From an optimization exercise on the open Yosys and OpenROAD flow, aimed at small area; shortcuts taken in it are not production practice. Function was checked by simulation only, so behaviour that the tests miss may differ from the original. Power is estimated from default activity; no workload was simulated.

File: design.v
module gea_engine (
    input  wire        clk,
    input  wire        rst,           
    input  wire        cmd_valid,
    output wire        cmd_ready,
    input  wire [7:0]  cmd_op,
    input  wire [63:0] cmd_key,
    input  wire [31:0] cmd_iv,
    input  wire [31:0] cmd_arg,
    output wire        out_valid,
    input  wire        out_ready,
    output wire [31:0] out_data,
    output wire [1:0]  out_status,
    output wire        out_last
);
    localparam [7:0] OP_NEW1   = 8'h01;
    localparam [7:0] OP_NEW2   = 8'h02;
    localparam [7:0] OP_GEN    = 8'h03;
    localparam [7:0] OP_COMB   = 8'h04;
    localparam [7:0] OP_RDSEED = 8'h05;
    localparam [127:0] F_TABLE = 128'hfc1d2b0681aca94809e2de35f5b4dd9c;
    localparam [30:0] TM_A = 31'h1dd89b8d;
    localparam [31:0] TM_B = 32'h71c0f045;
    localparam [32:0] TM_C = 33'h50e6fa24;
    localparam [28:0] TM_D = 29'h0a59abf9;
    localparam [2:0] S_IDLE = 3'd0;
    localparam [2:0] S_CLR  = 3'd1;
    localparam [2:0] S_INIT = 3'd2;
    localparam [2:0] S_SEED = 3'd3;
    localparam [2:0] S_FIX  = 3'd4;
    localparam [2:0] S_FILL = 3'd5;
    localparam [2:0] S_GEN  = 3'd6;
    localparam [2:0] S_RDS  = 3'd7;
    reg [2:0]  state;
    reg        phase;        
    reg        var2;         
    reg [96:0] ir;
    reg [32:0] ra, rb, rc, rd;
    reg [6:0]  ioff;
    reg [5:0]  lb;
    reg [8:0]  cnt;
    reg [31:0] rem;
    reg        zacc, zv;
    reg [3:0]  nz;
    reg        ov;
    reg [31:0] od;
    reg [1:0]  os;
    reg        ol;
    assign out_valid  = ov;
    assign out_data   = od;
    assign out_status = os;
    assign out_last   = ol;
    wire st_idle = (state == S_IDLE);
    wire st_clr  = (state == S_CLR);
    wire st_init = (state == S_INIT);
    wire st_seed = (state == S_SEED);
    wire st_fix  = (state == S_FIX);
    wire st_fill = (state == S_FILL);
    wire st_gen  = (state == S_GEN);
    wire st_rds  = (state == S_RDS);
    wire op_new  = (cmd_op == OP_NEW1) || (cmd_op == OP_NEW2);
    wire op_gen  = (cmd_op == OP_GEN);
    wire op_comb = (cmd_op == OP_COMB);
    wire op_rds  = (cmd_op == OP_RDSEED);
    wire new_ok  = op_new && (cmd_arg[7:1] == 7'd0);
    wire gen_ok  = op_gen && phase;      
    wire rds_ok  = op_rds && phase;
    reg [1:0] fill_st;
    always @(*) begin
        if (op_new)
            fill_st = new_ok ? 2'd0 : 2'd1;
        else if (op_gen || op_rds)
            fill_st = phase ? 2'd0 : 2'd2;
        else if (op_comb)
            fill_st = cmd_arg[7] ? 2'd1 : 2'd0;
        else
            fill_st = 2'd3;
    end
    wire lb0 = (lb == 6'd0);
    reg [6:0] fx;
    always @(*) begin
        if (st_init)
            fx = var2 ? {ir[96], ir[83], ir[63], ir[57], ir[33], ir[18], ir[4]}
                      : {ir[63], ir[55], ir[42], ir[38], ir[22], ir[12], ir[3]};
        else if (st_fill)
            fx = cmd_arg[6:0];
        else if (lb[5])           
            fx = {rb[6], rb[22], rb[30], rb[2], rb[1], rb[28], rb[13]};
        else if (lb[1:0] == 2'd3)  
            fx = {rc[6], rc[2], rc[21], rc[5], rc[1], rc[32], rc[12]};
        else if (lb[1:0] == 2'd2)  
            fx = {rd[20], rd[30], rd[13], rd[3], rd[6], rd[26], rd[15]};
        else                       
            fx = {ra[7], ra[2], ra[25], ra[21], ra[13], ra[0], ra[22]};
    end
    wire fv = F_TABLE[fx];
    wire rem_z  = (rem == 32'd0);
    wire rem_1  = (rem == 32'd1);
    wire z      = zacc ^ fv;
    wire gen_step = st_gen && !ov && !rem_z && lb0 && zv;
    wire gen_zero = st_gen && !ov && rem_z;
    wire rds_zero = var2 && (cnt[6:0] > 7'd96);
    wire rds_sh   = st_rds && !ov && (rds_zero || (ioff == cnt[6:0]));
    wire fill_sh  = st_fill && !ov;
    wire sh       = gen_step || gen_zero || rds_sh || fill_sh;
    wire first    = (cnt[4:0] == 5'd0);
    wire din      = st_gen ? (gen_step & z)
                  : st_rds ? (ir[0] & !rds_zero)
                  : (first & op_comb & !cmd_arg[7] & fv);
    wire wend     = sh && (cnt[4:0] == 5'd31);
    wire rds_last = (cnt[5:0] == 6'd63) && (cnt[6] || !var2);
    assign cmd_ready = (st_idle && (gen_ok || rds_ok)) || (st_fill && wend);
    wire fire = cmd_valid && cmd_ready;
    wire [96:0] mat = {cmd_key, cmd_arg[0], cmd_iv};
    wire [96:0] tok;
    genvar gi;
    generate
        for (gi = 0; gi < 97; gi = gi + 1) begin : g_tok
            if (gi < 33)      assign tok[gi] = rc[32 - gi];
            else if (gi < 66) assign tok[gi] = rb[65 - gi];
            else              assign tok[gi] = ra[98 - gi];
        end
    endgenerate
    wire e_init = |(tok & mat);
    wire init_end = st_init && (cnt == (var2 ? 9'd290 : 9'd224));
    wire stp = st_seed || gen_step;
    wire ch  = st_clr || st_init;      
    wire inj = st_clr && (cnt == 9'd96);
    wire fixt = st_fix && (cnt[5:0] == 6'd33);
    wire ea = st_seed & (var2 ? ir[16] : ir[0]);
    wire eb = st_seed & (var2 ? ir[33] : ir[16]);
    wire ec = st_seed & (var2 ? ir[51] : ir[32]);
    wire ed = st_seed & ir[0];
    wire r0a = ra[0] ^ ea;
    wire r0b = rb[0] ^ eb;
    wire r0c = rc[0] ^ ec;
    wire r0d = rd[0] ^ ed;
    wire ga = stp & r0a;
    wire gb = stp & r0b;
    wire gc = stp & r0c;
    wire gd = stp & r0d;
    wire [32:0] ra_n = {ch ? rb[0] : ((ra[0] & !stp) | (fixt & !nz[0])), ra[32],
                        stp ? r0a : ra[31], ra[30:1] ^ ({30{ga}} & TM_A[29:0])};
    wire [32:0] rb_n = {ch ? rc[0] : ((rb[0] & !stp) | (fixt & !nz[1])),
                        stp ? r0b : rb[32], rb[31:1] ^ ({31{gb}} & TM_B[30:0])};
    wire [32:0] rc_n = {ch ? inj : ((rc[0] ^ (stp & ec)) | (fixt & !nz[2])),
                        rc[32:1] ^ ({32{gc}} & TM_C[31:0])};
    wire [32:0] rd_n = {(rd[0] & !(ch | stp)) | (fixt & !nz[3]), rd[32:30],
                        stp ? r0d : rd[29], rd[28:1] ^ ({28{gd}} & TM_D[27:0])};
    wire din_i = st_init ? (ir[0] ^ fv ^ e_init) : (st_clr ? 1'b0 : ir[0]);
    wire [6:0] ilast = var2 ? 7'd96 : 7'd63;
    wire iwrap = (ioff == 7'd0);
    always @(posedge clk) begin
        ir <= {din_i, ir[96:65], var2 ? ir[64] : din_i, ir[63:1]};
        ra <= ra_n;
        rb <= rb_n;
        rc <= rc_n;
        rd <= rd_n;
        ioff <= (init_end || iwrap) ? ilast : ioff - 7'd1;
        lb <= init_end ? 6'd0 : stp ? lb : (lb == 6'd32) ? 6'd0 : lb + 6'd1;
        zacc <= (lb == 6'd30) ? (fv & var2) : (zacc ^ fv);
        zv <= st_gen && ((lb == 6'd30) || (zv && !gen_step));
        nz <= (lb0 ? 4'd0 : nz) | {rd[0], rc[0], rb[0], ra[0]};
        if (sh)
            od <= {din, od[31:1]};
        if (gen_step)
            rem <= rem - 32'd1;
        if (rst) begin
            state <= S_IDLE;
            phase <= 1'b0;
            ov    <= 1'b0;
        end else begin
            if (ov && out_ready)
                ov <= 1'b0;
            case (state)
            S_IDLE: begin
                cnt <= 9'd0;
                if (cmd_valid) begin
                    if (new_ok) begin
                        var2  <= cmd_op[1];
                        state <= S_CLR;
                    end else if (gen_ok) begin
                        rem   <= cmd_arg;
                        state <= S_GEN;
                    end else if (rds_ok) begin
                        state <= S_RDS;
                    end else begin
                        state <= S_FILL;
                    end
                end
            end
            S_CLR: begin
                cnt <= cnt + 9'd1;
                if (cnt == 9'd96) begin
                    cnt   <= 9'd0;
                    state <= S_INIT;
                end
            end
            S_INIT: begin
                cnt <= cnt + 9'd1;
                if (init_end) begin
                    cnt   <= 9'd0;
                    state <= S_SEED;
                end
            end
            S_SEED: begin
                cnt <= cnt + 9'd1;
                if (cnt == (var2 ? 9'd96 : 9'd63)) begin
                    cnt   <= 9'd0;
                    state <= S_FIX;
                end
            end
            S_FIX: begin
                cnt <= cnt + 9'd1;
                if (fixt) begin
                    cnt   <= 9'd0;
                    state <= S_FILL;
                end
            end
            S_FILL: begin
                if (sh)
                    cnt <= cnt + 9'd1;
                if (wend) begin
                    ov <= 1'b1;
                    os <= fill_st;
                    ol <= 1'b1;
                    if (new_ok)
                        phase <= 1'b1;
                    state <= S_IDLE;
                end
            end
            S_GEN: begin
                if (sh)
                    cnt <= cnt + 9'd1;
                if (wend) begin
                    ov <= 1'b1;
                    os <= 2'd0;
                    ol <= rem_z || rem_1;
                    if (rem_z || rem_1)
                        state <= S_IDLE;
                end
            end
            S_RDS: begin
                if (sh)
                    cnt <= cnt + 9'd1;
                if (wend) begin
                    ov <= 1'b1;
                    os <= 2'd0;
                    ol <= rds_last;
                    if (rds_last)
                        state <= S_IDLE;
                end
            end
            default: state <= S_IDLE;
            endcase
        end
    end
endmodule
File: flow/run.sh
#!/bin/bash
# Standard ORFS layout with smaller port buffers and no CTS dummy loads.
set -uo pipefail
export BUFFER_PORTS_ARGS="-buffer_cell sky130_fd_sc_hd__buf_1"
export CTS_ARGS="-sink_clustering_enable -repair_clock_nets -buf_list sky130_fd_sc_hd__clkbuf_4 -sink_clustering_size 10 -sink_clustering_max_diameter 40 -dont_use_dummy_load"
bash standard.sh > standard.log 2>&1
File: standard.sh
#!/bin/bash
# synth_recipe.tcl (not shown) runs the flow's synth.tcl, then flattens the netlist and writes it again
# the make line also repeats each setting of config.mk as NAME=value (left out here)
make -C /OpenROAD-flow-scripts/flow DESIGN_CONFIG=/design/flow/config.mk WORK_HOME=/design/flow/orfs CLKGATE_MAP_FILE= SYNTH_SCRIPT=/design/flow/synth_recipe.tcl "${@:-finish}"
File: config.mk
export PLATFORM = sky130hd
export DESIGN_NAME = gea_engine
export DESIGN_NICKNAME = gea_engine
export VERILOG_FILES = /design/flow/design.v
export SDC_FILE = /design/flow/constraint.sdc
export NUM_CORES = 4
export LEC_CHECK = 0
export CAP_MARGIN = 20
export CORE_MARGIN = 2
export CORE_UTILIZATION = 60
export PLACE_DENSITY = 0.75
export SLEW_MARGIN = 20
File: constraint.sdc
create_clock -name core_clock -period 5.0 [get_ports {clk}]
set_input_delay 1.0000 -clock core_clock [delete_from_list [all_inputs] [get_ports {clk}]]
set_output_delay 1.0000 -clock core_clock [all_outputs]
set_load 0.01 [all_outputs]
==> results of run 1 <==
critical path, delay by kind of cell (launching register included):
family | cells | cell delay, ns
AO/OA/AOI/OAI | 3 | 0.52
AND/OR/NAND/NOR | 4 | 1.63
buffers and inverters | 2 | 0.47
flip-flops | 1 | 0.35
cells in the final DEF, fill, tap and decap left out, drive strengths merged, types with 14 or more instances in the layout:
cell,Yosys,layout
a21oi,27,27
a221oi,19,19
a22o,18,18
a22oi,15,15
buf,13,185
clkbuf,23,43
dfxtp,285,285
edfxtp,45,45
ha,20,20
inv,26,26
mux2i,23,23
nand2,74,74
nand3,14,14
nand4,17,17
nor2,55,55
nor3,23,23
nor4,18,18
o21ai,54,54
xnor2,82,82
xor2,33,33
power breakdown:
part	switching (uW)	internal, uW
clock	775	397
combinational	969	800
sequential	461	3290
cells in the mapped netlist, types with 6 or more instances:
master,number,area share
mux2_2,8,0.0078
nand3_1,14,0.0060
nor4_1,18,0.0097
ha_1,20,0.022
or3_1,10,0.0054
a21oi_1,27,0.012
a22o_1,18,0.014
mux2i_1,23,0.020
edfxtp_1,45,0.12
nor2b_1,9,0.0049
nand4_1,17,0.0092
buf_2,6,0.0026
dfxtp_1,285,0.49
xor2_1,33,0.025
o21ai_0,51,0.022
inv_1,26,0.0084
a21o_1,8,0.0052
a221oi_1,19,0.014
nor2_1,55,0.018
nor3_1,23,0.0099
a22oi_1,15,0.0097
nand2b_1,11,0.0059
buf_4,6,0.0039
xnor2_1,82,0.062
nand2_1,74,0.024
clkbuf_1,19,0.0061
metal layers:
layer / up-vias / global-route usage / part of all wire
met5: - / 0 / 0
met4: 0 / 0.0740 / 0.021
met3: 44 / 0.0463 / 0.061
met2: 254 / 0.387 / 0.46
met1: 3678 / 0.339 / 0.46
li1: 3964 / - / -
flip-flops by register name (all words and copies together), names as in the netlist:
name	count
zacc	1
ir	97
ioff	7
cnt	9
lb	6
var2	1
rd	33
ov	1
os	2
rc	33
phase	1
rem	32
nz	4
state	3
rb	33
ol	1
zv	1
od	32
ra	33
cell families after synthesis:
group	count (synthesis)
flops	330
simple gates	273
compound gates	179
xor+xnor	115
buf+inv	62
mux	31
fa+ha+maj	20
cell type report:
type,instances,area [um2],area share
Sequential cell,330,7060,0.551
Clock buffer,43,323,0.0252
Tap cell,260,325,0.0254
Timing Repair Buffer,185,728,0.0569
Inverter,26,97.6,0.00762
Multi-Input combinational cell,618,4270,0.333
Antenna cell,2,5.00,0.000391
stage by stage:
step	instance area [um2]	setup WS [ns]	total power (uW)	util
3_5_place_dp	12500	0.805	5540	0.663
3_3_place_gp	12500	0.896	5520	0.663
2_1_floorplan	11600	0.448	5010	-
6_report	12800	0.443	6690	0.680
5_1_grt	12800	0.316	7090	0.680
4_1_cts	12800	0.425	6720	0.680
worst paths after layout:
check | slack (ns) | start | end | cells past startpoint
setup reg to reg | 0.80 | lb[0] | od[31] | 15
setup / recovery | 0.44 | rem[3] | cmd_ready | 9
hold / removal | 0.27 | ir[95] | ir[94] | 0
hold reg to reg | 0.27 | ir[95] | ir[94] | 0
==> summary.txt, run 1 <==
Status
  – Status: timing/DRC/antenna clean

Logic synthesis
  – Warnings from Yosys: 1
  – Post-synth EDFFs: 45
  – Simple-gate share of the synthesized area: 0.122
  – Mean area per synthesized cell: 11.5 um2
  – Synth unique cells: 68
  – Syn_nets: 1170
  – Sequential cell area fraction in the yosys report: 0.608
  – Count of state elements after synthesis: 330
  – XOR/XNOR Fraction of Synth Area: 0.0868
  – Complex-gate fraction of the synthesized area: 0.108
  – Main combinational cell family by area after synthesis: simple AND/OR/NAND/NOR gates
  – Gate Count Post-Synth: 1010
  – Mux share of post-synthesis cell area: 0.0276
  – Mapped Area: 11600 um2
  – Adder-Cell Fraction of Synth Area: 0.0216
  – Async S/R FF share, synth: 0
  – Ys flop type: dfxtp_1

Placement
  – Cells after DPL: 1419
  – Final HPWL DP: 18200 um
  – Buffers on Ports: 176
  – GP Congestion: 0.919

CTS
  – Post-cts sizing count: 0
  – CTS tree: done
  – Worst skew pair latency: 0.65 ns
  – H-tree Lvls: 2
  – Clock-pin slew on the worst setup and hold paths: 0.10 ns
  – Clock root cell: clkbuf_4
  – # Post-CTS Setup Buffers: 0
  – Hold Buf Count CTS: 0
  – CTS buffer count: 43
  – Maximum clock path buffer count: 3
  – Clock sink count: 330

Global route
  – GRT overflow: 0
  – First-pass GRT wire length: 38700 um
  – Largest net degree at the start of global routing: 65
  – GRT Total Usage: 0.244
  – Number of global-route vias before repair: 7534
  – Initial antenna violation count: 1

Flow run
  – Max Cap Viol: 0

Final layout
  – FILL cells: 1463
  – Area growth syn-to-layout: 10.4%
  – Fin cells: 1464
  – Layout cells sized above 1: 0.0691
  – Final nets: 1364

Pwr
  – Pwr/cell area: 522 nW/um2
  – Leak pwr: 0.00477 uW
  – Maximum vdd drop: 0.000304 V

Route
  – WL per Instance: 16.9 um
  – Via/cell ratio: 5.42
  – Vias: 7940
  – Residual DRC: 0
  – Starting DRC count in detailed routing: 501
  – Pre-antenna DRT Iters: 6
  – WL final: 24800 um
  – Routed Antenna Nets: 0

STA
  – Clock Skew: 0.0775 ns
  – Fin Setup TNS: 0 ns
  – Tcrit/Tclk final: 0.911
  – Max frequency: 0.219 GHz
  – Max_slew headroom: 0.298
  – Period minus WS final: 4.56 ns
  – Final setup viols: 0
  – Slew @ Worst Pin: 1.05 ns
  – WHS: 0.274 ns
  – Final hold vios: 0
  – RSZ-0062 raised after global routing: false
  – Slew Viols, Final: 0

Die
  – Core area: 18800 um2
  – Die area: 20500 um2
  – Initial Utilization: 0.616
  – Die Wd: 143 um
  – I/O pins: 177
  – FP Rows: 50
  – Die Ht: 143 um

Critical path
  – Crit path max fanout: 19
  – Critical path required time: 4.00 ns
  – Setup CP Type: reg2out
  – Slowest CP cell: or4b_4
  – Element type at the critical path end: output pin
  – Crit-path cells: or3_4 > or4_4 > or4b_4 > o311ai_4 > buf_4 > o21ai_4 > nand2_1 > o21ai_0 > buf_1
  – Worst setup SP type: flop
  – Critical Path AT: 3.56 ns
  – Max incr delay on CP: 0.54 ns

Worst hold path
  – HP Class: reg2reg
==> inputs of run 2 (changes only) <==
--- a/flow/run.sh
+++ b/flow/run.sh
@@ -1,4 +1,14 @@
 #!/bin/bash
-# Standard ORFS layout with smaller port buffers and no CTS dummy loads.
+# The standard ORFS layout (standard.sh) with three changes:
+#  * synthesis maps the logic with an area-oriented ABC script (abc_area.script
+#    here, used in place of ORFS's abc_speed.script); everything else in
+#    synthesis, including register mapping and naming, is ORFS's own;
+#  * port buffers are buf_1 instead of the default choice;
+#  * CTS uses clkbuf_4 clusters of up to 10 sinks and no dummy loads.
 set -uo pipefail
+HERE=$(pwd)
+rm -rf "$HERE/scripts_area"
+cp -r "$FLOW_HOME/scripts" "$HERE/scripts_area"
+cp "$HERE/flow/abc_area.script" "$HERE/scripts_area/abc_speed.script"
+export SCRIPTS_DIR="$HERE/scripts_area"
 export BUFFER_PORTS_ARGS="-buffer_cell sky130_fd_sc_hd__buf_1"
==> flow/abc_area.script (new file) <==
&get -n
&st
&dch
&nf -R 1000 -p -F 8 -A 4
&st
&dch
&nf -R 1000 -p -F 8 -A 4
&st
&dch
&nf -R 1000 -p -F 8 -A 4
&st
&dch
&nf -R 1000 -p -F 8 -A 4
&st
&dch
&nf -R 1000 -p -F 8 -A 4
&st
&dch
&nf -R 1000 -p -F 8 -A 4
&st
&dch
&nf -R 1000 -p -F 8 -A 4
&st
&dch
&nf -R 1000 -p -F 8 -A 4
&st
&dch
&nf -R 1000 -p -F 8 -A 4
&put
==> run 2 against run 1 <==
Effect of this change:
- still clean
- flip-flop and latch count unchanged
- power increased by 3.9%
- clock-buffer cell count down 1
- maximum frequency increased by 3.0%
- routed wire length fell by 0.30%
- final area is 2.9% lower
- highest routed layer unchanged
==> summary.txt, run 2 <==
Status
  – Status: timing/DRC/antenna clean

Pwr
  – Clk pwr share: 0.166
  – Leak pwr: 0.00484 uW
  – Switching share of power: 0.337
  – Maximum vdd drop: 0.000413 V
  – Internal: 4600 uW
  – Power share of the sequential group: 0.576
  – Comb pwr share: 0.258
  – Net Switching: 2340 uW
  – Pwr/cell area: 559 nW/um2

Final layout
  – Final nets: 1349
  – Fin area: 12400 um2
  – Layout cells sized above 1: 0.0455
  – Area growth syn-to-layout: 12.2%
  – Max reg flops: 97
  – Most frequent cells in the layout: dfxtp_1 (285), buf_1 (176), nor2_1 (84), xor2_1 (78), a21oi_1 (55)
  – Biggest register: ir
  – Final core occ: 0.690
  – Most common cell after layout, fill and taps aside: dfxtp_1

STA
  – Slew @ Worst Pin: 0.872 ns
  – Max_slew headroom: 0.417
  – RSZ-0062 raised after global routing: false
  – Tcrit/Tclk final: 0.885
  – Max frequency: 0.226 GHz
  – WHS: 0.295 ns
  – Final setup viols: 0
  – Period minus WS final: 4.42 ns
  – Clock Skew: 0.0330 ns
  – Slew Viols, Final: 0
  – Final hold vios: 0
  – Fin Setup TNS: 0 ns

Logic synthesis
  – Async S/R FF share, synth: 0
  – Post-synth EDFFs: 45
  – Sequential cell area fraction in the yosys report: 0.637
  – Post-synth top cells: dfxtp_1 (285), nor2_1 (85), xor2_1 (78), a21oi_1 (55), o21ai_0 (52)
  – Ys flop type: dfxtp_1
  – Warnings from Yosys: 1
  – Synth top area share: 0.515
  – Count of state elements after synthesis: 330
  – Synth unique cells: 54
  – Mean area per synthesized cell: 11.6 um2
  – Syn_nets: 1119
  – Top cells by area, synth: dfxtp_1 (51%), edfxtp_1 (12%), xor2_1 (6.2%)
  – Mapped Area: 11100 um2
  – Most numerous cell in the Yosys netlist: dfxtp_1
  – Post-synth top area cell: dfxtp_1
  – Gate Count Post-Synth: 959

Worst hold path
  – HP Class: reg2reg
  – Worst hold path cell count: 0

Global route
  – Global-route met3 utilization: 0.0441
  – Number of global-route vias before repair: 7512
  – GRT busiest layer: met2
  – GRT Total Usage: 0.249
  – Grt met2 use: 0.394
  – Largest net degree at the start of global routing: 53
  – First-pass GRT wire length: 38600 um
  – GRT overflow: 0
  – Initial antenna violation count: 1
  – Met1 GRT Util: 0.353

Critical path
  – Worst Path Buf+Inv: 1
  – Critical Path AT: 4.94 ns
  – Element type at the critical path end: flop
  – Max incr delay on CP: 0.60 ns
  – Setup CP Type: reg2reg
  – Critical path required time: 5.52 ns
  – FF-to-FF path depth: 14
  – R2r setup slk: 0.58 ns
  – Critical Path Stages: 14
  – Critical path's top delay family: simple AND/OR/NAND/NOR gates
  – Worst setup SP type: flop
  – Crit-path cells: clkinv_1 > ha_1 > nor4b_1 > nand2b_1 > nor2_1 > nand3_1 > nor4_1 > nand2_1 > or3_1 > or4_1 > nor4_1 > nand2_1 > a221oi_1 > nor2_1
  – Slowest CP cell: nor4_1
  – Crit path max fanout: 8

CTS
  – H-tree Lvls: 2
  – CTS buffer count: 42
  – Clock sink count: 330
  – Maximum clock path buffer count: 3
  – Clock-pin slew on the worst setup and hold paths: 0.09 ns
  – # Post-CTS Setup Buffers: 0
  – CTS tree: done
  – Post-cts sizing count: 0
  – Worst skew pair latency: 0.63 ns
  – Clock root cell: clkbuf_4
  – Hold Buf Count CTS: 0

Die
  – Die Wd: 140 um
  – Initial Utilization: 0.615
  – Die Ht: 140 um
  – FP Rows: 49
  – Die area: 19600 um2
  – I/O pins: 177
  – Core area: 18000 um2

Route
  – Starting DRC count in detailed routing: 711
  – Routed Antenna Nets: 0
  – WL final: 24700 um
  – Residual DRC: 0
  – WL per Instance: 17.4 um
  – Vias: 7944
  – Pre-antenna DRT Iters: 8
  – Via/cell ratio: 5.61

Placement
  – Final HPWL DP: 18400 um
  – GP Congestion: 0.881
  – Placed cell area: 12100 um2
  – Buffers on Ports: 176

Flow run
  – Max Cap Viol: 0
-- run 2: changes by cell type after synthesis, sizes merged, moves of 26 or more --
cell / before / now
a21oi: 27 / 55
inv: 26 / 0
xor2: 33 / 78
xnor2: 82 / 20
nand2: 74 / 46
nor2: 55 / 85
-- run 2: cell type report --
type	count	area, um2
Sequential cell	330	7060
Fill cell	1441	5590
Multi-Input combinational cell	606	3950
Timing Repair Buffer	186	736
Clock buffer	42	315
Tap cell	229	287
Inverter	23	86.3
Antenna cell	1	2.50
-- run 2: power by group through the flow --
stage	sequential, uW	clock (uW)	combinational (uW)
4_1_cts	3990	1190	1770
5_1_grt	4080	1300	2000
3_3_place_gp	4030	0	1710
2_1_floorplan	3840	0	1320
3_5_place_dp	4050	0	1750
6_report	4000	1150	1790
-- run 2: kinds of logic (layout without fill, tap and decap cells) --
| group | after synthesis | after routing | share of synthesized area |
|---|---|---|---|
| flip-flops | 330 | 330 | 0.637 |
| AND/OR/NAND/NOR | 253 | 253 | 0.112 |
| AO/OA/AOI/OAI | 217 | 217 | 0.126 |
| XOR/XNOR | 98 | 98 | 0.0775 |
| buffers and inverters | 23 | 251 | 0.00779 |
| adder cells (fa/ha/maj) | 20 | 20 | 0.0226 |
| multiplexers | 18 | 18 | 0.0164 |
| other | 0 | 1 | 0 |
-- run 2: metal layers --
metal / up-vias / wire length [um]
met5: - / 0
met4: 0 / 507
met3: 43 / 1560
met2: 272 / 11200
met1: 3708 / 11400
li1: 3921 / -
-- run 2: per-stage QoR --
stage               instances  power, uW  setup slack [ns]
floorplan                 959       5160             0.132
global placement         1374       5740             0.744
detailed placement       1374       5800             0.603
CTS                      1416       6950             0.610
global route             1417       7370             0.147
finish                   1417       6950             0.575
-- run 2: final timing paths --
check,endpoint,start
worst min-delay path,ir[8],ir[9]
worst max-delay path,rem[31],lb[1]
worst min register to register,ir[8],ir[9]
worst max register to register,rem[31],lb[1]
==> inputs of run 3 (changes only) <==
--- a/design.v
+++ b/design.v
@@ -25,11 +25,12 @@
     localparam [28:0] TM_D = 29'h0a59abf9;
-    localparam [2:0] S_IDLE = 3'd0;
-    localparam [2:0] S_CLR  = 3'd1;
-    localparam [2:0] S_INIT = 3'd2;
-    localparam [2:0] S_SEED = 3'd3;
-    localparam [2:0] S_FIX  = 3'd4;
-    localparam [2:0] S_FILL = 3'd5;
-    localparam [2:0] S_GEN  = 3'd6;
-    localparam [2:0] S_RDS  = 3'd7;
-    reg [2:0]  state;
+    localparam [3:0] S_IDLE = 4'd0;
+    localparam [3:0] S_CLR  = 4'd1;
+    localparam [3:0] S_INIT = 4'd2;
+    localparam [3:0] S_SEED = 4'd3;
+    localparam [3:0] S_FIX  = 4'd4;
+    localparam [3:0] S_FILL = 4'd5;
+    localparam [3:0] S_GEN  = 4'd6;
+    localparam [3:0] S_RDS  = 4'd7;
+    localparam [3:0] S_LOAD = 4'd8;
+    reg [3:0]  state;
     reg        phase;        
@@ -37,7 +38,9 @@
     reg [96:0] ir;
-    reg [32:0] ra, rb, rc, rd;
+    reg [31:0] ra, rb, rc, rd;
+    reg        c32;
     reg [6:0]  ioff;
-    reg [5:0]  lb;
+    reg [4:0]  lb;
     reg [8:0]  cnt;
-    reg [31:0] rem;
+    reg [31:0] rr;           
+    reg        bor, rz, dreq, dact;
     reg        zacc, zv;
@@ -60,2 +63,3 @@
     wire st_rds  = (state == S_RDS);
+    wire st_load = (state == S_LOAD);
     wire op_new  = (cmd_op == OP_NEW1) || (cmd_op == OP_NEW2);
@@ -78,3 +82,3 @@
     end
-    wire lb0 = (lb == 6'd0);
+    wire lb0 = (lb == 5'd0);
     reg [6:0] fx;
@@ -86,7 +90,7 @@
             fx = cmd_arg[6:0];
-        else if (lb[5])           
+        else if (lb == 5'd31)      
             fx = {rb[6], rb[22], rb[30], rb[2], rb[1], rb[28], rb[13]};
-        else if (lb[1:0] == 2'd3)  
-            fx = {rc[6], rc[2], rc[21], rc[5], rc[1], rc[32], rc[12]};
-        else if (lb[1:0] == 2'd2)  
+        else if (lb == 5'd30)      
+            fx = {rc[6], rc[2], rc[21], rc[5], c32, rc[0], rc[12]};
+        else if (lb == 5'd29)      
             fx = {rd[20], rd[30], rd[13], rd[3], rd[6], rd[26], rd[15]};
@@ -96,7 +100,7 @@
     wire fv = F_TABLE[fx];
-    wire rem_z  = (rem == 32'd0);
-    wire rem_1  = (rem == 32'd1);
     wire z      = zacc ^ fv;
-    wire gen_step = st_gen && !ov && !rem_z && lb0 && zv;
-    wire gen_zero = st_gen && !ov && rem_z;
+    wire rfree  = st_gen && !ov && !cnt[5] && !dreq && !dact;
+    wire gen_step = rfree && !rz && lb0 && zv;
+    wire gen_zero = rfree && rz;
+    wire gen_put  = st_gen && !ov && cnt[5] && !dreq && !dact;
     wire rds_zero = var2 && (cnt[6:0] > 7'd96);
@@ -111,3 +115,3 @@
     wire rds_last = (cnt[5:0] == 6'd63) && (cnt[6] || !var2);
-    assign cmd_ready = (st_idle && (gen_ok || rds_ok)) || (st_fill && wend);
+    assign cmd_ready = (st_idle && rds_ok) || (st_load && (rp == 5'd31)) || (st_fill && wend);
     wire fire = cmd_valid && cmd_ready;
@@ -118,5 +122,6 @@
         for (gi = 0; gi < 97; gi = gi + 1) begin : g_tok
-            if (gi < 33)      assign tok[gi] = rc[32 - gi];
-            else if (gi < 66) assign tok[gi] = rb[65 - gi];
-            else              assign tok[gi] = ra[98 - gi];
+            if (gi == 0)      assign tok[gi] = c32;
+            else if (gi < 33) assign tok[gi] = rc[32 - gi];
+            else if (gi < 65) assign tok[gi] = rb[64 - gi];
+            else              assign tok[gi] = ra[96 - gi];
         end
@@ -128,3 +133,3 @@
     wire inj = st_clr && (cnt == 9'd96);
-    wire fixt = st_fix && (cnt[5:0] == 6'd33);
+    wire fixt = st_fix && cnt[5];
     wire ea = st_seed & (var2 ? ir[16] : ir[0]);
@@ -141,10 +146,15 @@
     wire gd = stp & r0d;
-    wire [32:0] ra_n = {ch ? rb[0] : ((ra[0] & !stp) | (fixt & !nz[0])), ra[32],
+    wire [31:0] ra_n = {ch ? rb[0] : ((ra[0] & !stp) | (fixt & !nz[0])),
                         stp ? r0a : ra[31], ra[30:1] ^ ({30{ga}} & TM_A[29:0])};
-    wire [32:0] rb_n = {ch ? rc[0] : ((rb[0] & !stp) | (fixt & !nz[1])),
-                        stp ? r0b : rb[32], rb[31:1] ^ ({31{gb}} & TM_B[30:0])};
-    wire [32:0] rc_n = {ch ? inj : ((rc[0] ^ (stp & ec)) | (fixt & !nz[2])),
-                        rc[32:1] ^ ({32{gc}} & TM_C[31:0])};
-    wire [32:0] rd_n = {(rd[0] & !(ch | stp)) | (fixt & !nz[3]), rd[32:30],
+    wire [31:0] rb_n = {ch ? rc[0] : stp ? r0b : ((rb[0] | (fixt & !nz[1]))),
+                        rb[31:1] ^ ({31{gb}} & TM_B[30:0])};
+    wire [31:0] rc_n = {ch ? c32 : stp ? c32 : (rc[0] | (fixt & !nz[2])),
+                        rc[31:1] ^ ({31{gc}} & TM_C[30:0])};
+    wire        c32_n = ch ? inj : stp ? r0c : c32;
+    wire [31:0] rd_n = {(rd[0] & !(ch | stp)) | (fixt & !nz[3]), rd[31:30],
                         stp ? r0d : rd[29], rd[28:1] ^ ({28{gd}} & TM_D[27:0])};
+    wire [4:0] rp = lb + cnt[4:0];
+    wire bcur = (rp == 5'd0) ? (dreq || st_load) : bor;
+    wire rx   = st_load ? cmd_arg[rp] : rr[0];
+    wire rin  = rx ^ bcur;
     wire din_i = st_init ? (ir[0] ^ fv ^ e_init) : (st_clr ? 1'b0 : ir[0]);
@@ -157,12 +167,17 @@
         rc <= rc_n;
+        c32 <= c32_n;
         rd <= rd_n;
         ioff <= (init_end || iwrap) ? ilast : ioff - 7'd1;
-        lb <= init_end ? 6'd0 : stp ? lb : (lb == 6'd32) ? 6'd0 : lb + 6'd1;
-        zacc <= (lb == 6'd30) ? (fv & var2) : (zacc ^ fv);
-        zv <= st_gen && ((lb == 6'd30) || (zv && !gen_step));
-        nz <= (lb0 ? 4'd0 : nz) | {rd[0], rc[0], rb[0], ra[0]};
+        lb <= init_end ? 5'd0 : stp ? lb : lb + 5'd1;
+        zacc <= (lb == 5'd29) ? (fv & var2) : (zacc ^ fv);
+        zv <= st_gen && ((lb == 5'd29) || (zv && !gen_step));
+        nz <= (lb0 ? 4'd0 : nz) | {rd[0], rc[0] | c32, rb[0], ra[0]};
         if (sh)
             od <= {din, od[31:1]};
-        if (gen_step)
-            rem <= rem - 32'd1;
+        rr <= {rin, rr[31:1]};
+        bor <= bcur & !rx;
+        if ((rp == 5'd31) && (st_load || dact))
+            rz <= bcur & !rx;
+        dreq <= gen_step || (dreq && (rp != 5'd0));
+        dact <= (rp == 5'd0) ? dreq : (dact && (rp != 5'd31));
         if (rst) begin
@@ -182,4 +197,4 @@
                     end else if (gen_ok) begin
-                        rem   <= cmd_arg;
-                        state <= S_GEN;
+                        if (lb == 5'd31)
+                            state <= S_LOAD;
                     end else if (rds_ok) begin
@@ -231,2 +246,6 @@
             end
+            S_LOAD: begin
+                if (rp == 5'd31)
+                    state <= S_GEN;
+            end
             S_GEN: begin
@@ -234,7 +253,8 @@
                     cnt <= cnt + 9'd1;
-                if (wend) begin
+                if (gen_put) begin
+                    cnt <= 9'd0;
                     ov <= 1'b1;
                     os <= 2'd0;
-                    ol <= rem_z || rem_1;
-                    if (rem_z || rem_1)
+                    ol <= rz;
+                    if (rz)
                         state <= S_IDLE;
--- a/flow/run.sh
+++ b/flow/run.sh
@@ -14,3 +14,3 @@
 export BUFFER_PORTS_ARGS="-buffer_cell sky130_fd_sc_hd__buf_1"
-export CTS_ARGS="-sink_clustering_enable -repair_clock_nets -buf_list sky130_fd_sc_hd__clkbuf_4 -sink_clustering_size 10 -sink_clustering_max_diameter 40 -dont_use_dummy_load"
+export CTS_ARGS="-sink_clustering_enable -repair_clock_nets -buf_list {sky130_fd_sc_hd__clkbuf_2 sky130_fd_sc_hd__clkbuf_4} -sink_clustering_size 8 -sink_clustering_max_diameter 40 -dont_use_dummy_load"
 bash standard.sh > standard.log 2>&1
==> run 3 against run 2 <==
Effect of this change:
- utilization down 0.40 points
- synthesized cell count down 9.8%
- final cell count down 6.3%
- global-route usage up 1.2 points
==> summary.txt, run 3 <==
Worst hold path
  – Hold_sp: ir[1]
  – Worst hold path cell count: 0
  – HP Class: reg2reg
  – Hold Path End: ir[0]

STA
  – Final hold vios: 0
  – Tcrit/Tclk final: 0.968
  – Max frequency: 0.207 GHz
  – Max_slew headroom: 0.297
  – Period minus WS final: 4.84 ns
  – Fin Setup TNS: 0 ns
  – Slew Viols, Final: 0
  – Final setup viols: 0
  – Clock Skew: 0.0470 ns
  – Slew @ Worst Pin: 1.05 ns

Critical path
  – Slowest CP cell: nor4_2
  – Element type at the critical path end: output pin
  – Worst r2r dst: ir[63]
  – Worst setup SP type: flop
  – FF-to-FF path depth: 15
  – Critical Path AT: 3.84 ns
  – Reg2reg start: lb[1]
  – Max incr delay on CP: 0.67 ns
  – Critical path required time: 4.00 ns
  – Crit-path cells: nor4_2 > and3b_1 > and2_0 > a311o_2 > nand2_1 > o221ai_1 > buf_1
  – Setup CP Type: reg2out
  – R2r setup slk: 0.58 ns
  – Crit path max fanout: 18

Global route
  – First-pass GRT wire length: 39500 um
  – Initial antenna violation count: 1
  – GRT overflow: 0
  – GRT Total Usage: 0.260
  – Number of global-route vias before repair: 7313
  – Largest net degree at the start of global routing: 37

Final layout
  – Final nets: 1264
  – Fin area: 12200 um2
  – FILL cells: 1383
  – Final core occ: 0.686
  – Area growth syn-to-layout: 13.0%
  – Max reg flops: 97
  – Area occupied by registers: 7100 um2
  – Biggest register: ir
  – Most common cell after layout, fill and taps aside: dfxtp_1
  – Layout cells sized above 1: 0.0628
  – Multi-input combinational cell area: 3700 um2
  – Most frequent cells in the layout: dfxtp_1 (284), buf_1 (176), xor2_1 (75), nor2_1 (67), clkbuf_4 (49)

Die
  – Initial Utilization: 0.607
  – Die area: 19100 um2
  – I/O pins: 177
  – Die Ht: 138 um
  – Core area: 17800 um2
  – Die Wd: 138 um
  – FP Rows: 49

Placement
  – Buffers on Ports: 176
  – Final HPWL DP: 18500 um
  – GP Congestion: 0.981
  – Placed cell area: 11800 um2

Logic synthesis
  – Mean area per synthesized cell: 12.5 um2
  – Most numerous cell in the Yosys netlist: dfxtp_1
  – Warnings from Yosys: 1
  – Post-synth EDFFs: 47
  – Gate Count Post-Synth: 865
  – Syn_nets: 1029
  – Async S/R FF share, synth: 0
  – Top cells by area, synth: dfxtp_1 (53%), edfxtp_1 (13%), xor2_1 (6.1%)
  – Post-synth top area cell: dfxtp_1
  – Synth top area share: 0.525
  – Count of state elements after synthesis: 331
  – Synth unique cells: 55
  – Mapped Area: 10800 um2
  – Ys flop type: dfxtp_1
  – Post-synth top cells: dfxtp_1 (284), xor2_1 (75), nor2_1 (68), edfxtp_1 (47), nand2_1 (47)
  – Sequential cell area fraction in the yosys report: 0.655

CTS
  – Worst skew pair latency: 0.66 ns
  – Clock root cell: clkbuf_4
  – CTS buffer count: 49
  – Clock-pin slew on the worst setup and hold paths: 0.09 ns
  – Hold Buf Count CTS: 0
  – Maximum clock path buffer count: 3
  – Clock sink count: 331
  – H-tree Lvls: 2
  – CTS tree: done

Pwr
  – Pwr/cell area: 662 nW/um2
  – Design Power: 8090 uW
  – Leak pwr: 0.00486 uW
  – Maximum vdd drop: 0.000374 V

Status
  – Status: timing/DRC/antenna clean

Route
  – Residual DRC: 0
  – WL final: 25800 um
  – Pre-antenna DRT Iters: 6
  – Routed Antenna Nets: 0
  – WL per Instance: 19.5 um
  – Via/cell ratio: 5.81
  – Vias: 7711
  – Starting DRC count in detailed routing: 677

Flow run
  – Max Cap Viol: 0
-- run 3: area by class of cell --
class	instances	area share
flip-flops and latches	331	0.580
multi-input cells	517	0.302
repair buffers	183	0.0583
clock buffers	49	0.0301
well taps	229	0.0234
inverters	18	0.00552
diodes	1	0.000205
-- run 3: how the worst max path moves through the flow --
stage / start / to / slack (ns) / cells past startpoint
after floorplan: lb[1] / state[1] / 0.91 / 11
after global placement: lb[1] / ir[63] / 0.90 / 18
after detailed placement: lb[1] / ir[63] / 0.69 / 18
after CTS: lb[1] / cmd_ready / 0.12 / 9
after global routing: cnt[5] / cmd_ready / -0.08 / 7
final: cnt[5] / cmd_ready / 0.16 / 7
-- run 3: stage by stage --
| step | hold slack, ns | cells | worst slack, ns |
|---|---|---|---|
| 3_3_place_gp | 0.310 | 1277 | 0.903 |
| 4_1_cts | 0.305 | 1326 | 0.125 |
| 6_report | 0.299 | 1328 | 0.161 |
| 3_5_place_dp | 0.312 | 1277 | 0.687 |
| 2_1_floorplan | 0.310 | 865 | 0.907 |
| 5_1_grt | 0.311 | 1328 | -0.0820 |
-- run 3: timing repair --
| action | in CTS | in global routing |
|---|---|---|
| setup buffers | 0 | 0 |
| endpoints found under the hold margin | 0 | 0 |
| setup endpoints to repair | 0 | 1 |
| resized for setup | 0 | 2 |
-- run 3: per-layer routing --
layer | up-vias | wire length, um | GRT usage
met5 | - | 0 | 0
met4 | 0 | 882 | 0.104
met3 | 62 | 2260 | 0.0495
met2 | 405 | 11600 | 0.409
met1 | 3621 | 11100 | 0.361
li1 | 3623 | - | -
-- run 3: logic make-up (layout without fill, tap and decap cells) --
kind of cell             Yosys count  in the layout  synth area share
XOR/XNOR                          88             88            0.0712
AND/OR/NAND/NOR                  211            211            0.0952
flip-flops                       331            331             0.655
adder cells (fa/ha/maj)           24             24            0.0284
buffers and inverters             18            250           0.00624
other                              0              1                 0
AO/OA/AOI/OAI                    168            169             0.111
multiplexers                      25             25            0.0330
-- run 3: worst max-delay path: cells and delay by family, from the launching register on --
| family | cells | cell delay (ns) |
|---|---|---|
| flops | 1 | 0.60 |
| simple gates | 4 | 1.60 |
| buf+inv | 1 | 0.19 |
| compound gates | 2 | 0.79 |
-- run 3: power breakdown --
group,leakage [uW],switching [uW],internal [uW]
registers,0.00277,736,3660
clock network,0.000225,788,451
logic,0.00187,1350,1110
==> inputs of run 4 (changes only) <==
--- a/flow/run.sh
+++ b/flow/run.sh
@@ -14,3 +14,3 @@
 export BUFFER_PORTS_ARGS="-buffer_cell sky130_fd_sc_hd__buf_1"
-export CTS_ARGS="-sink_clustering_enable -repair_clock_nets -buf_list {sky130_fd_sc_hd__clkbuf_2 sky130_fd_sc_hd__clkbuf_4} -sink_clustering_size 8 -sink_clustering_max_diameter 40 -dont_use_dummy_load"
+export CTS_ARGS="-sink_clustering_enable -repair_clock_nets -buf_list sky130_fd_sc_hd__clkbuf_4 -sink_clustering_size 10 -sink_clustering_max_diameter 40 -dont_use_dummy_load"
 bash standard.sh > standard.log 2>&1
==> run 4 against run 3 <==
Effect of this change:
- maximum frequency is 2.4% higher
- area after synthesis stayed put
- critical path depth stayed put
- power is 0.83% lower
- setup slack better by 0.11 ns
- register-to-register slack better by 0.05 ns
- critical endpoint unchanged
==> summary.txt, run 4 <==
Critical path
  – Element type at the critical path end: output pin
  – Reg2reg start: lb[1]
  – CP startpoint: cnt[5]
  – Setup CP Type: reg2out
  – Worst setup SP type: flop
  – Slowest CP cell: nor4_2
  – Critical path required time: 4.00 ns
  – FF-to-FF path depth: 15
  – Crit-path cells: nor4_2 > and3b_1 > and2_0 > a311o_2 > nand2_1 > o221ai_1 > buf_1
  – Worst Path Buf+Inv: 1
  – Critical path's top delay family: simple AND/OR/NAND/NOR gates
  – Crit path max fanout: 18
  – Critical Path AT: 3.73 ns
  – R2r setup slk: 0.63 ns
  – Worst r2r dst: ir[63]
  – Max incr delay on CP: 0.63 ns

Die
  – Initial Utilization: 0.607
  – Core area: 17800 um2
  – FP Rows: 49
  – Die Wd: 138 um
  – Die area: 19100 um2
  – I/O pins: 177
  – Die Ht: 138 um

Logic synthesis
  – Sequential cell area fraction in the yosys report: 0.655
  – Mapped Area: 10800 um2
  – Synth top area share: 0.525
  – Ys flop type: dfxtp_1
  – Mean area per synthesized cell: 12.5 um2
  – Post-synth top area cell: dfxtp_1
  – Post-synth EDFFs: 47
  – Async S/R FF share, synth: 0
  – Count of state elements after synthesis: 331
  – Post-synth top cells: dfxtp_1 (284), xor2_1 (75), nor2_1 (68), edfxtp_1 (47), nand2_1 (47)
  – Syn_nets: 1029
  – Gate Count Post-Synth: 865
  – Most numerous cell in the Yosys netlist: dfxtp_1
  – Synth unique cells: 55
  – Warnings from Yosys: 1
  – Top cells by area, synth: dfxtp_1 (53%), edfxtp_1 (13%), xor2_1 (6.1%)

STA
  – Slew Viols, Final: 0
  – WHS: 0.272 ns
  – Tcrit/Tclk final: 0.945
  – Clock Skew: 0.0736 ns
  – Max_slew headroom: 0.314
  – Final hold vios: 0
  – Slew @ Worst Pin: 1.03 ns
  – Final setup viols: 0
  – Max frequency: 0.212 GHz
  – Period minus WS final: 4.73 ns

CTS
  – Clock sink count: 331
  – Post-cts sizing count: 0
  – Clock root cell: clkbuf_4
  – CTS tree: done
  – Worst skew pair latency: 0.65 ns
  – Hold Buf Count CTS: 0
  – CTS buffer count: 44
  – Maximum clock path buffer count: 3
  – Clock-pin slew on the worst setup and hold paths: 0.10 ns
  – H-tree Lvls: 2
  – # Post-CTS Setup Buffers: 0

Route
  – Post-Route M1 WL: 10900 um
  – Highest metal used: met4
  – Routed Antenna Nets: 0
  – Via/cell ratio: 5.78
  – Starting DRC count in detailed routing: 639
  – WL per Instance: 19.3 um
  – Residual DRC: 0
  – Pre-antenna DRT Iters: 6
  – Metal3 WL: 2240 um
  – WL final: 25600 um
  – Vias: 7647
  – Met2 wire len: 11500 um

Global route
  – Initial antenna violation count: 1
  – First-pass GRT wire length: 39300 um
  – Number of global-route vias before repair: 7257
  – Largest net degree at the start of global routing: 37
  – GRT overflow: 0
  – GRT Total Usage: 0.259

Final layout
  – Final core occ: 0.684
  – Most common cell after layout, fill and taps aside: dfxtp_1
  – Most frequent cells in the layout: dfxtp_1 (284), buf_1 (176), xor2_1 (75), nor2_1 (67)
  – Max reg flops: 97
  – Biggest register: ir
  – Final nets: 1259
  – Layout cells sized above 1: 0.0586
  – Area growth syn-to-layout: 12.6%

Worst hold path
  – Worst hold path cell count: 0
  – HP Class: reg2reg
  – Hold_sp: ir[15]
  – Hold Path End: ir[14]

Pwr
  – Design Power: 8030 uW
  – Pwr/cell area: 658 nW/um2
  – Leak pwr: 0.00484 uW
  – Maximum vdd drop: 0.000336 V

Status
  – Status: timing/DRC/antenna clean

Placement
  – Buffers on Ports: 176
  – GP Congestion: 0.981
  – Final HPWL DP: 18500 um

Flow run
  – Max Cap Viol: 0
run 4: logic make-up after synthesis:
family                     synth area share
DFF                                   0.655
xor gates and xnor gates             0.0712
buffers and inverters               0.00624
and+or+nand+nor                      0.0952
AOI/OAI and AO/OA                     0.111
adders and majority gates            0.0284
muxes                                0.0330
run 4: metal layers:
layer / global-route usage / up-vias
met5: 0 / -
met4: 0.114 / 0
met3: 0.0481 / 62
met2: 0.403 / 416
met1: 0.359 / 3553
li1: - / 3616
run 4: worst max-delay path by stage:
stage / end / slack (ns) / depth (start not counted)
2_1_floorplan: state[1] / 0.91 / 11
3_3_place_gp: ir[63] / 0.90 / 18
3_5_place_dp: ir[63] / 0.69 / 18
4_1_cts: cmd_ready / 0.17 / 9
5_1_grt: cmd_ready / -0.03 / 7
6_report: cmd_ready / 0.27 / 7
run 4: metrics by stage:
stage / setup slack, ns / instance area (um2) / instances / TNS, ns
2_1_floorplan: 0.907 / 10800 / 865 / 0
3_3_place_gp: 0.903 / 11800 / 1277 / 0
3_5_place_dp: 0.687 / 11800 / 1277 / 0
4_1_cts: 0.166 / 12200 / 1321 / 0
5_1_grt: -0.0260 / 12200 / 1323 / -0.0260
6_report: 0.275 / 12200 / 1323 / 0
run 4: final cells by class:
type | instances | area, um2
Antenna cell | 1 | 2.50
Clock buffer | 44 | 330
Fill cell | 1399 | 5650
Inverter | 18 | 67.6
Multi-Input combinational cell | 517 | 3700
Sequential cell | 331 | 7100
Tap cell | 229 | 287
Timing Repair Buffer | 183 | 713
run 4: report_power, final:
| part | total, uW | internal, uW | switching, uW |
|---|---|---|---|
| Clock | 1180 | 405 | 778 |
| Sequential | 4390 | 3660 | 735 |
| Combinational | 2450 | 1110 | 1340 |
| Total | 8030 | 5170 | 2860 |
==> inputs of run 5 (changes only) <==
--- a/design.v
+++ b/design.v
@@ -34,2 +34,3 @@
     localparam [3:0] S_LOAD = 4'd8;
+    localparam [3:0] S_LCLR = 4'd9;
     reg [3:0]  state;
@@ -64,2 +65,3 @@
     wire st_load = (state == S_LOAD);
+    wire st_lclr = (state == S_LCLR);
     wire op_new  = (cmd_op == OP_NEW1) || (cmd_op == OP_NEW2);
@@ -108,3 +110,5 @@
     wire fill_sh  = st_fill && !ov;
-    wire sh       = gen_step || gen_zero || rds_sh || fill_sh;
+    wire lclr_sh  = st_lclr && !ov;
+    wire inject   = cnt[5] && (lb == 5'd31);
+    wire sh       = gen_step || gen_zero || rds_sh || fill_sh || lclr_sh || st_load;
     wire first    = (cnt[4:0] == 5'd0);
@@ -112,3 +116,4 @@
                   : st_rds ? (ir[0] & !rds_zero)
-                  : (first & op_comb & !cmd_arg[7] & fv);
+                  : st_fill ? (first & op_comb & !cmd_arg[7] & fv)
+                  : (st_lclr & inject);
     wire wend     = sh && (cnt[4:0] == 5'd31);
@@ -157,3 +162,10 @@
     wire bcur = (rp == 5'd0) ? (dreq || st_load) : bor;
-    wire rx   = st_load ? cmd_arg[rp] : rr[0];
+    wire [31:0] arg_rev;
+    genvar ai;
+    generate
+        for (ai = 0; ai < 32; ai = ai + 1) begin : g_rev
+            assign arg_rev[ai] = cmd_arg[31 - ai];
+        end
+    endgenerate
+    wire rx   = st_load ? |(od & arg_rev) : rr[0];
     wire rin  = rx ^ bcur;
@@ -197,4 +209,3 @@
                     end else if (gen_ok) begin
-                        if (lb == 5'd31)
-                            state <= S_LOAD;
+                        state <= S_LCLR;
                     end else if (rds_ok) begin
@@ -246,2 +257,11 @@
             end
+            S_LCLR: begin
+                if (lclr_sh) begin
+                    cnt <= cnt + 9'd1;
+                    if (inject) begin
+                        cnt   <= 9'd0;
+                        state <= S_LOAD;
+                    end
+                end
+            end
             S_LOAD: begin
==> run 5 against run 4 <==
Effect of this change:
- sequential share of layout area is 0.60 points higher
- hold slack better by 0.041 ns
- area after synthesis is 1.2% lower
- via count is 0.84% lower
- register-to-register slack worse by 0.07 ns
- clock-buffer cell count is 3 lower
- final area is 1.0% lower
- sequential power is 1% higher
- critical path depth is 10 higher
- critical path type is now reg2reg
- critical endpoint is now ir[63]
- highest routed layer unchanged
==> summary.txt, run 5 <==
STA
  – Slew Viols, Final: 0
  – Max frequency: 0.225 GHz
  – WHS: 0.313 ns
  – Final hold vios: 0
  – Slew @ Worst Pin: 0.854 ns
  – Tcrit/Tclk final: 0.887
  – Clock Skew: 0.0491 ns
  – Period minus WS final: 4.44 ns
  – Fin Setup TNS: 0 ns
  – Max_slew headroom: 0.431
  – RSZ-0062 raised after global routing: false
  – Post-route setup slack: 0.563 ns
  – Final setup viols: 0

Global route
  – Initial antenna violation count: 1
  – Largest net degree at the start of global routing: 35
  – GRT Total Usage: 0.269
  – GRT overflow: 0
  – Number of global-route vias before repair: 7120
  – First-pass GRT wire length: 38000 um

Final layout
  – Area occupied by registers: 7100 um2
  – Final nets: 1270
  – Max reg flops: 97
  – Most frequent cells in the layout: dfxtp_1 (284), buf_1 (176), xor2_1 (75), nor2_1 (56), nand2_1 (56)
  – Most common cell after layout, fill and taps aside: dfxtp_1
  – Layout cells sized above 1: 0.0524
  – Area growth syn-to-layout: 12.8%
  – FILL cells: 1298
  – Fin cells: 1333
  – Biggest register: ir
  – Multi-input combinational cell area: 3540 um2

CTS
  – Worst skew pair latency: 0.64 ns
  – Maximum clock path buffer count: 3
  – Hold Buf Count CTS: 0
  – H-tree Lvls: 2
  – CTS buffer count: 41
  – Post-cts sizing count: 0
  – CTS tree: done
  – # Post-CTS Setup Buffers: 0
  – Clock sink count: 331
  – Clock-pin slew on the worst setup and hold paths: 0.10 ns
  – Clock root cell: clkbuf_4

Worst hold path
  – Hold_sp: ir[9]
  – HP Class: reg2reg
  – Hold Path End: ir[8]
  – Worst hold path cell count: 0

Critical path
  – Reg2reg start: lb[1]
  – Critical path required time: 5.51 ns
  – Crit path max fanout: 8
  – Critical Path AT: 4.95 ns
  – Worst r2r dst: ir[63]
  – Setup CP Type: reg2reg
  – FF-to-FF path depth: 17
  – R2r setup slk: 0.56 ns
  – Element type at the critical path end: flop
  – Worst setup SP type: flop

Die
  – FP Rows: 48
  – Die Ht: 138 um
  – Die area: 18900 um2
  – Core area: 17400 um2
  – Initial Utilization: 0.617
  – Die Wd: 138 um
  – I/O pins: 177

Pwr
  – Pwr/cell area: 634 nW/um2
  – Leak pwr: 0.00482 uW
  – Power share of the sequential group: 0.581
  – Net Switching: 2670 uW
  – Design Power: 7650 uW
  – Comb pwr share: 0.270
  – Switching share of power: 0.349
  – Maximum vdd drop: 0.000297 V
  – Internal: 4990 uW
  – Clk pwr share: 0.149

Logic synthesis
  – Ys flop type: dfxtp_1
  – Gate Count Post-Synth: 876
  – Mean area per synthesized cell: 12.2 um2
  – Syn_nets: 1038
  – Top cells by area, synth: dfxtp_1 (53%), edfxtp_1 (13%), xor2_1 (6.1%)
  – Async S/R FF share, synth: 0
  – Warnings from Yosys: 1
  – Mapped Area: 10700 um2
  – Most numerous cell in the Yosys netlist: dfxtp_1
  – Post-synth EDFFs: 47
  – Synth top area share: 0.531
  – Count of state elements after synthesis: 331
  – Post-synth top area cell: dfxtp_1
  – Synth unique cells: 46
  – Post-synth top cells: dfxtp_1 (284), xor2_1 (75), nor2_1 (57), nand2_1 (56), edfxtp_1 (47)
  – Sequential cell area fraction in the yosys report: 0.663

Route
  – Via/cell ratio: 5.69
  – Pre-antenna DRT Iters: 8
  – Vias: 7583
  – Routed Antenna Nets: 0
  – Residual DRC: 0
  – WL per Instance: 18.8 um
  – Starting DRC count in detailed routing: 759
  – WL final: 25000 um

Placement
  – Buffers on Ports: 176
  – Setup slack at placement: 0.356 ns
  – GP Congestion: 0.953
  – Final HPWL DP: 18800 um
  – Cells after DPL: 1290

Flow run
  – Max Cap Viol: 0

Status
  – Status: timing/DRC/antenna clean
-- run 5: area by class of cell --
class                   instances  share of cell area
multi-input cells             524               0.294
flip-flops and latches        331               0.588
well taps                     225              0.0233
repair buffers                189              0.0628
clock buffers                  41              0.0255
inverters                      21             0.00653
diodes                          2            0.000415
-- run 5: kinds of logic after synthesis --
kind of cell | count (synthesis) | share of synthesized area
fa+ha+maj | 22 | 0.0264
flops | 331 | 0.663
buf+inv | 21 | 0.00737
xor+xnor | 90 | 0.0737
mux | 13 | 0.0124
compound gates | 189 | 0.122
simple gates | 210 | 0.0952
-- run 5: worst max path at each step --
stage | from | endpoint | slack, ns
2_1_floorplan | state[2] | ir[63] | 0.93
3_3_place_gp | lb[1] | ir[63] | 0.56
3_5_place_dp | lb[1] | ir[63] | 0.36
4_1_cts | lb[1] | ir[63] | 0.28
5_1_grt | lb[1] | ir[63] | 0.15
6_report | lb[1] | ir[63] | 0.56
-- run 5: worst max-delay path: stages (launching register included) --
cell	delay, ns
dfxtp_1	0.49
clkinv_1	0.18
ha_1	0.22
nand4_1	0.27
nand2_1	0.09
a311oi_1	0.27
a211oi_1	0.09
o22ai_1	0.38
clkinv_1	0.25
ha_1	0.37
o21ai_0	0.24
a21oi_1	0.06
a211oi_1	0.21
a211oi_1	0.10
o31ai_2	0.44
a21oi_1	0.12
a22o_1	0.22
mux2_1	0.28
-- run 5: stage by stage --
stage               utilization  cell area, um2
floorplan                     -           10700
global placement          0.677           11700
detailed placement        0.677           11700
CTS                       0.694           12100
global route              0.696           12100
finish                    0.696           12100
-- run 5: layer usage --
| metal | part of all wire | routed length [um] | global-route usage | up-vias |
|---|---|---|---|---|
| li1 | - | - | - | 3644 |
| met3 | 0.092 | 2310 | 0.0567 | 34 |
| met4 | 0.021 | 524 | 0.0819 | 0 |
| met1 | 0.44 | 10900 | 0.369 | 3515 |
| met5 | 0 | 0 | 0 | - |
| met2 | 0.45 | 11300 | 0.431 | 390 |
-- run 5: power by group through the flow --
stage / clock network [uW] / registers, uW / logic, uW
after floorplan: 0 / 4220 / 1460
after global placement: 0 / 4480 / 1960
after detailed placement: 0 / 4490 / 2010
after CTS: 1180 / 4440 / 2020
after global routing: 1280 / 4540 / 2310
final: 1140 / 4450 / 2060
==> inputs of run 6 (changes only) <==
--- a/design.v
+++ b/design.v
@@ -35,2 +35,4 @@
     localparam [3:0] S_LCLR = 4'd9;
+    localparam [3:0] S_INB1 = 4'd10;    
+    localparam [3:0] S_INB2 = 4'd11;    
     reg [3:0]  state;
@@ -43,3 +45,3 @@
     reg [4:0]  lb;
-    reg [8:0]  cnt;
+    reg [6:0]  cnt;
     reg [31:0] rr;           
@@ -58,3 +60,6 @@
     wire st_clr  = (state == S_CLR);
-    wire st_init = (state == S_INIT);
+    wire st_inita = (state == S_INIT);
+    wire st_inb1 = (state == S_INB1);
+    wire st_inb2 = (state == S_INB2);
+    wire st_init = st_inita || st_inb1 || st_inb2;
     wire st_seed = (state == S_SEED);
@@ -134,6 +139,8 @@
     wire e_init = |(tok & mat);
-    wire init_end = st_init && (cnt == (var2 ? 9'd290 : 9'd224));
+    wire c96  = (cnt == 7'd96);
+    wire clm1 = (cnt == (var2 ? 7'd96 : 7'd63));
+    wire init_end = st_inb2 && clm1;
     wire stp = st_seed || gen_step;
     wire ch  = st_clr || st_init;      
-    wire inj = st_clr && (cnt == 9'd96);
+    wire inj = st_clr && c96;
     wire fixt = st_fix && cnt[5];
@@ -203,3 +210,3 @@
             S_IDLE: begin
-                cnt <= 9'd0;
+                cnt <= 7'd0;
                 if (cmd_valid) begin
@@ -218,5 +225,5 @@
             S_CLR: begin
-                cnt <= cnt + 9'd1;
-                if (cnt == 9'd96) begin
-                    cnt   <= 9'd0;
+                cnt <= cnt + 7'd1;
+                if (c96) begin
+                    cnt   <= 7'd0;
                     state <= S_INIT;
@@ -225,5 +232,19 @@
             S_INIT: begin
-                cnt <= cnt + 9'd1;
-                if (init_end) begin
-                    cnt   <= 9'd0;
+                cnt <= cnt + 7'd1;
+                if (c96) begin
+                    cnt   <= 7'd0;
+                    state <= S_INB1;
+                end
+            end
+            S_INB1: begin
+                cnt <= cnt + 7'd1;
+                if (clm1) begin
+                    cnt   <= 7'd0;
+                    state <= S_INB2;
+                end
+            end
+            S_INB2: begin
+                cnt <= cnt + 7'd1;
+                if (clm1) begin
+                    cnt   <= 7'd0;
                     state <= S_SEED;
@@ -232,5 +253,5 @@
             S_SEED: begin
-                cnt <= cnt + 9'd1;
-                if (cnt == (var2 ? 9'd96 : 9'd63)) begin
-                    cnt   <= 9'd0;
+                cnt <= cnt + 7'd1;
+                if (clm1) begin
+                    cnt   <= 7'd0;
                     state <= S_FIX;
@@ -239,5 +260,5 @@
             S_FIX: begin
-                cnt <= cnt + 9'd1;
+                cnt <= cnt + 7'd1;
                 if (fixt) begin
-                    cnt   <= 9'd0;
+                    cnt   <= 7'd0;
                     state <= S_FILL;
@@ -247,3 +268,3 @@
                 if (sh)
-                    cnt <= cnt + 9'd1;
+                    cnt <= cnt + 7'd1;
                 if (wend) begin
@@ -259,5 +280,5 @@
                 if (lclr_sh) begin
-                    cnt <= cnt + 9'd1;
+                    cnt <= cnt + 7'd1;
                     if (inject) begin
-                        cnt   <= 9'd0;
+                        cnt   <= 7'd0;
                         state <= S_LOAD;
@@ -272,5 +293,5 @@
                 if (sh)
-                    cnt <= cnt + 9'd1;
+                    cnt <= cnt + 7'd1;
                 if (gen_put) begin
-                    cnt <= 9'd0;
+                    cnt <= 7'd0;
                     ov <= 1'b1;
@@ -284,3 +305,3 @@
                 if (sh)
-                    cnt <= cnt + 9'd1;
+                    cnt <= cnt + 7'd1;
                 if (wend) begin
--- a/config.mk
+++ b/config.mk
@@ -7,3 +7,3 @@
 export LEC_CHECK = 0
-export CAP_MARGIN = 20
+export CAP_MARGIN = 5
 export CORE_MARGIN = 2
@@ -11,2 +11,2 @@
 export PLACE_DENSITY = 0.75
-export SLEW_MARGIN = 20
+export SLEW_MARGIN = 5
==> run 6 against run 5 <==
Effect of this change:
- critical endpoint is now od[31]
- first-iteration DRC count is 29% lower
- sequential share of layout area is 0.22 points higher
- via count is 1.5% lower
- sequential power is 1% lower
- final cell count is 1.2% lower
- non-clock buffer count is 1 lower
- largest cell class unchanged
- clock skew is 0.00061 ns higher
==> summary.txt, run 6 <==
Logic synthesis
  – Ys flop type: dfxtp_1
  – Top cells by area, synth: dfxtp_1 (54%), edfxtp_1 (13%), xor2_1 (6.1%)
  – Sequential cell area fraction in the yosys report: 0.666
  – Mapped Area: 10600 um2
  – Syn_nets: 1023
  – Most numerous cell in the Yosys netlist: dfxtp_1
  – Mean area per synthesized cell: 12.3 um2
  – Post-synth EDFFs: 45
  – Async S/R FF share, synth: 0
  – Post-synth top cells: dfxtp_1 (284), xor2_1 (74), nor2_1 (55), nand2_1 (46), edfxtp_1 (45)
  – Count of state elements after synthesis: 329
  – Warnings from Yosys: 1
  – Gate Count Post-Synth: 861
  – Post-synth top area cell: dfxtp_1
  – Synth unique cells: 52
  – Synth top area share: 0.538

Route
  – Routed Antenna Nets: 0
  – Via/cell ratio: 5.67
  – Residual DRC: 0
  – WL per Instance: 18.9 um
  – WL final: 24900 um
  – Pre-antenna DRT Iters: 6
  – Starting DRC count in detailed routing: 541
  – Vias: 7471

Placement
  – Final HPWL DP: 18400 um
  – Buffers on Ports: 176
  – GP Congestion: 0.919

Final layout
  – Biggest register: ir
  – Area growth syn-to-layout: 12.8%
  – Most common cell after layout, fill and taps aside: dfxtp_1
  – Max reg flops: 97
  – Area occupied by registers: 7040 um2
  – Most frequent cells in the layout: dfxtp_1 (284), buf_1 (176), xor2_1 (74), nor2_1 (54), nand2_1 (46)
  – Final nets: 1254
  – Final core occ: 0.692
  – Layout cells sized above 1: 0.0505
  – FILL cells: 1298
  – Multi-input combinational cell area: 3460 um2

STA
  – Slew Viols, Final: 0
  – Final setup viols: 0
  – RSZ-0062 raised after global routing: false
  – Period minus WS final: 4.47 ns
  – Fin Setup TNS: 0 ns
  – Tcrit/Tclk final: 0.895
  – Slew @ Worst Pin: 1.13 ns
  – Clock Skew: 0.0497 ns
  – Final hold vios: 0
  – Max_slew headroom: 0.245
  – Max frequency: 0.224 GHz

Status
  – Status: timing/DRC/antenna clean

CTS
  – CTS tree: done
  – Clock-pin slew on the worst setup and hold paths: 0.11 ns
  – Maximum clock path buffer count: 3
  – Clock sink count: 329
  – Hold Buf Count CTS: 0
  – Worst skew pair latency: 0.63 ns
  – Post-cts sizing count: 0
  – Clock root cell: clkbuf_4
  – # Post-CTS Setup Buffers: 0
  – H-tree Lvls: 2
  – CTS buffer count: 41

Die
  – Die Wd: 137 um
  – Initial Utilization: 0.613
  – Die Ht: 137 um
  – I/O pins: 177
  – Core area: 17200 um2
  – Die area: 18700 um2
  – FP Rows: 48

Critical path
  – Crit path max fanout: 16
  – Critical Path AT: 4.85 ns
  – Setup CP Type: reg2reg
  – Critical path required time: 5.37 ns
  – FF-to-FF path depth: 16
  – Worst setup SP type: flop
  – R2r setup slk: 0.53 ns
  – Reg2reg start: lb[1]
  – Worst r2r dst: od[31]
  – CP startpoint: lb[1]
  – Element type at the critical path end: flop

Pwr
  – Leak pwr: 0.00484 uW
  – Pwr/cell area: 640 nW/um2
  – Maximum vdd drop: 0.000344 V

Flow run
  – Max Cap Viol: 0

Worst hold path
  – Hold Path End: ir[14]
  – HP Class: reg2reg
  – Hold_sp: ir[15]
  – Worst hold path cell count: 0

Global route
  – GRT overflow: 0
  – Initial antenna violation count: 1
  – Number of global-route vias before repair: 7070
  – GRT Total Usage: 0.268
  – Largest net degree at the start of global routing: 36
  – First-pass GRT wire length: 38000 um
[run 6: cell types whose count changed in the layout (fill, tap and decap cells not counted), moves of 4 or more]
cell	previous run	this run
nand2_1	56	46
a21oi_1	29	38
nand3_1	19	10
a311oi_1	7	1
a22oi_1	30	35
a221oi_1	15	11
nand3b_1	4	0
[run 6: cell families (layout without fill, tap and decap cells)]
kind of cell / count (synthesis) / count (layout) / share of synthesized area
other: 0 / 2 / 0
adders and majority gates: 22 / 22 / 0.0267
muxes: 9 / 9 / 0.00864
and+or+nand+nor: 188 / 188 / 0.0863
DFF: 329 / 329 / 0.666
buffers and inverters: 22 / 251 / 0.00781
xor gates and xnor gates: 89 / 89 / 0.0737
AOI/OAI and AO/OA: 202 / 202 / 0.131
[run 6: worst max path at each step]
| stage | to | cells after the start | slack, ns |
|---|---|---|---|
| 2_1_floorplan | state[2] | 10 | 0.15 |
| 3_3_place_gp | od[31] | 17 | 0.77 |
| 3_5_place_dp | od[31] | 17 | 0.59 |
| 4_1_cts | od[31] | 17 | 0.58 |
| 5_1_grt | od[31] | 16 | 0.17 |
| 6_report | od[31] | 16 | 0.53 |
[run 6: final cells by class]
type / instances / area share
multi-input cells: 510 / 0.290
diodes: 2 / 0.000420
repair buffers: 188 / 0.0630
clock buffers: 41 / 0.0258
flip-flops and latches: 329 / 0.590
well taps: 225 / 0.0236
inverters: 22 / 0.00693
[run 6: report_power, final]
part	total [uW]	leakage [uW]	switching [uW]	internal, uW
Sequential	4400	0.00277	711	3690
Combinational	2100	0.00188	1190	908
Clock	1130	0.000189	753	380
Total	7630	0.00484	2650	4970
[run 6: worst max-delay path, stage by stage (launching register included)]
cell and delay, ns:
dfxtp_1 0.49, ha_1 0.24, and3_1 0.16, ha_1 0.47, a21oi_1 0.11, o21ai_0 0.11
o211ai_1 0.11, o21ai_0 0.32, clkinv_1 0.30, ha_1 0.31, o21ai_0 0.27, nand2_1 0.10
a221o_1 0.35, a31oi_1 0.43, o21ai_0 0.19, a31oi_1 0.17, o22ai_1 0.10
[run 6: per-stage QoR]
| step | power [uW] | instance area [um2] | instances | setup slack (ns) | hold slack [ns] |
|---|---|---|---|---|---|
| after CTS | 7630 | 11900 | 1315 | 0.577 | 0.292 |
| after detailed placement | 6500 | 11600 | 1274 | 0.594 | 0.312 |
| after global routing | 8110 | 11900 | 1316 | 0.175 | 0.280 |
| after global placement | 6430 | 11600 | 1274 | 0.772 | 0.310 |
| final | 7630 | 11900 | 1317 | 0.526 | 0.293 |
| after floorplan | 5680 | 10600 | 861 | 0.151 | 0.310 |
[run 6: metal layers]
metal / vias up / part of all wire / GRT usage
met5: - / 0 / 0
met2: 330 / 0.46 / 0.422
met3: 48 / 0.071 / 0.0519
met4: 0 / 0.023 / 0.101
met1: 3498 / 0.45 / 0.369
li1: 3595 / - / -

Re-timed with assumed drivers on the ports (clkbuf_16 on the clock, buf_2 on other inputs), run 6 has 0.526 ns of setup slack against 0.526 ns with ideal ports, and 0.526 ns once port delays also move by the mid clock arrival of 0.647 ns.
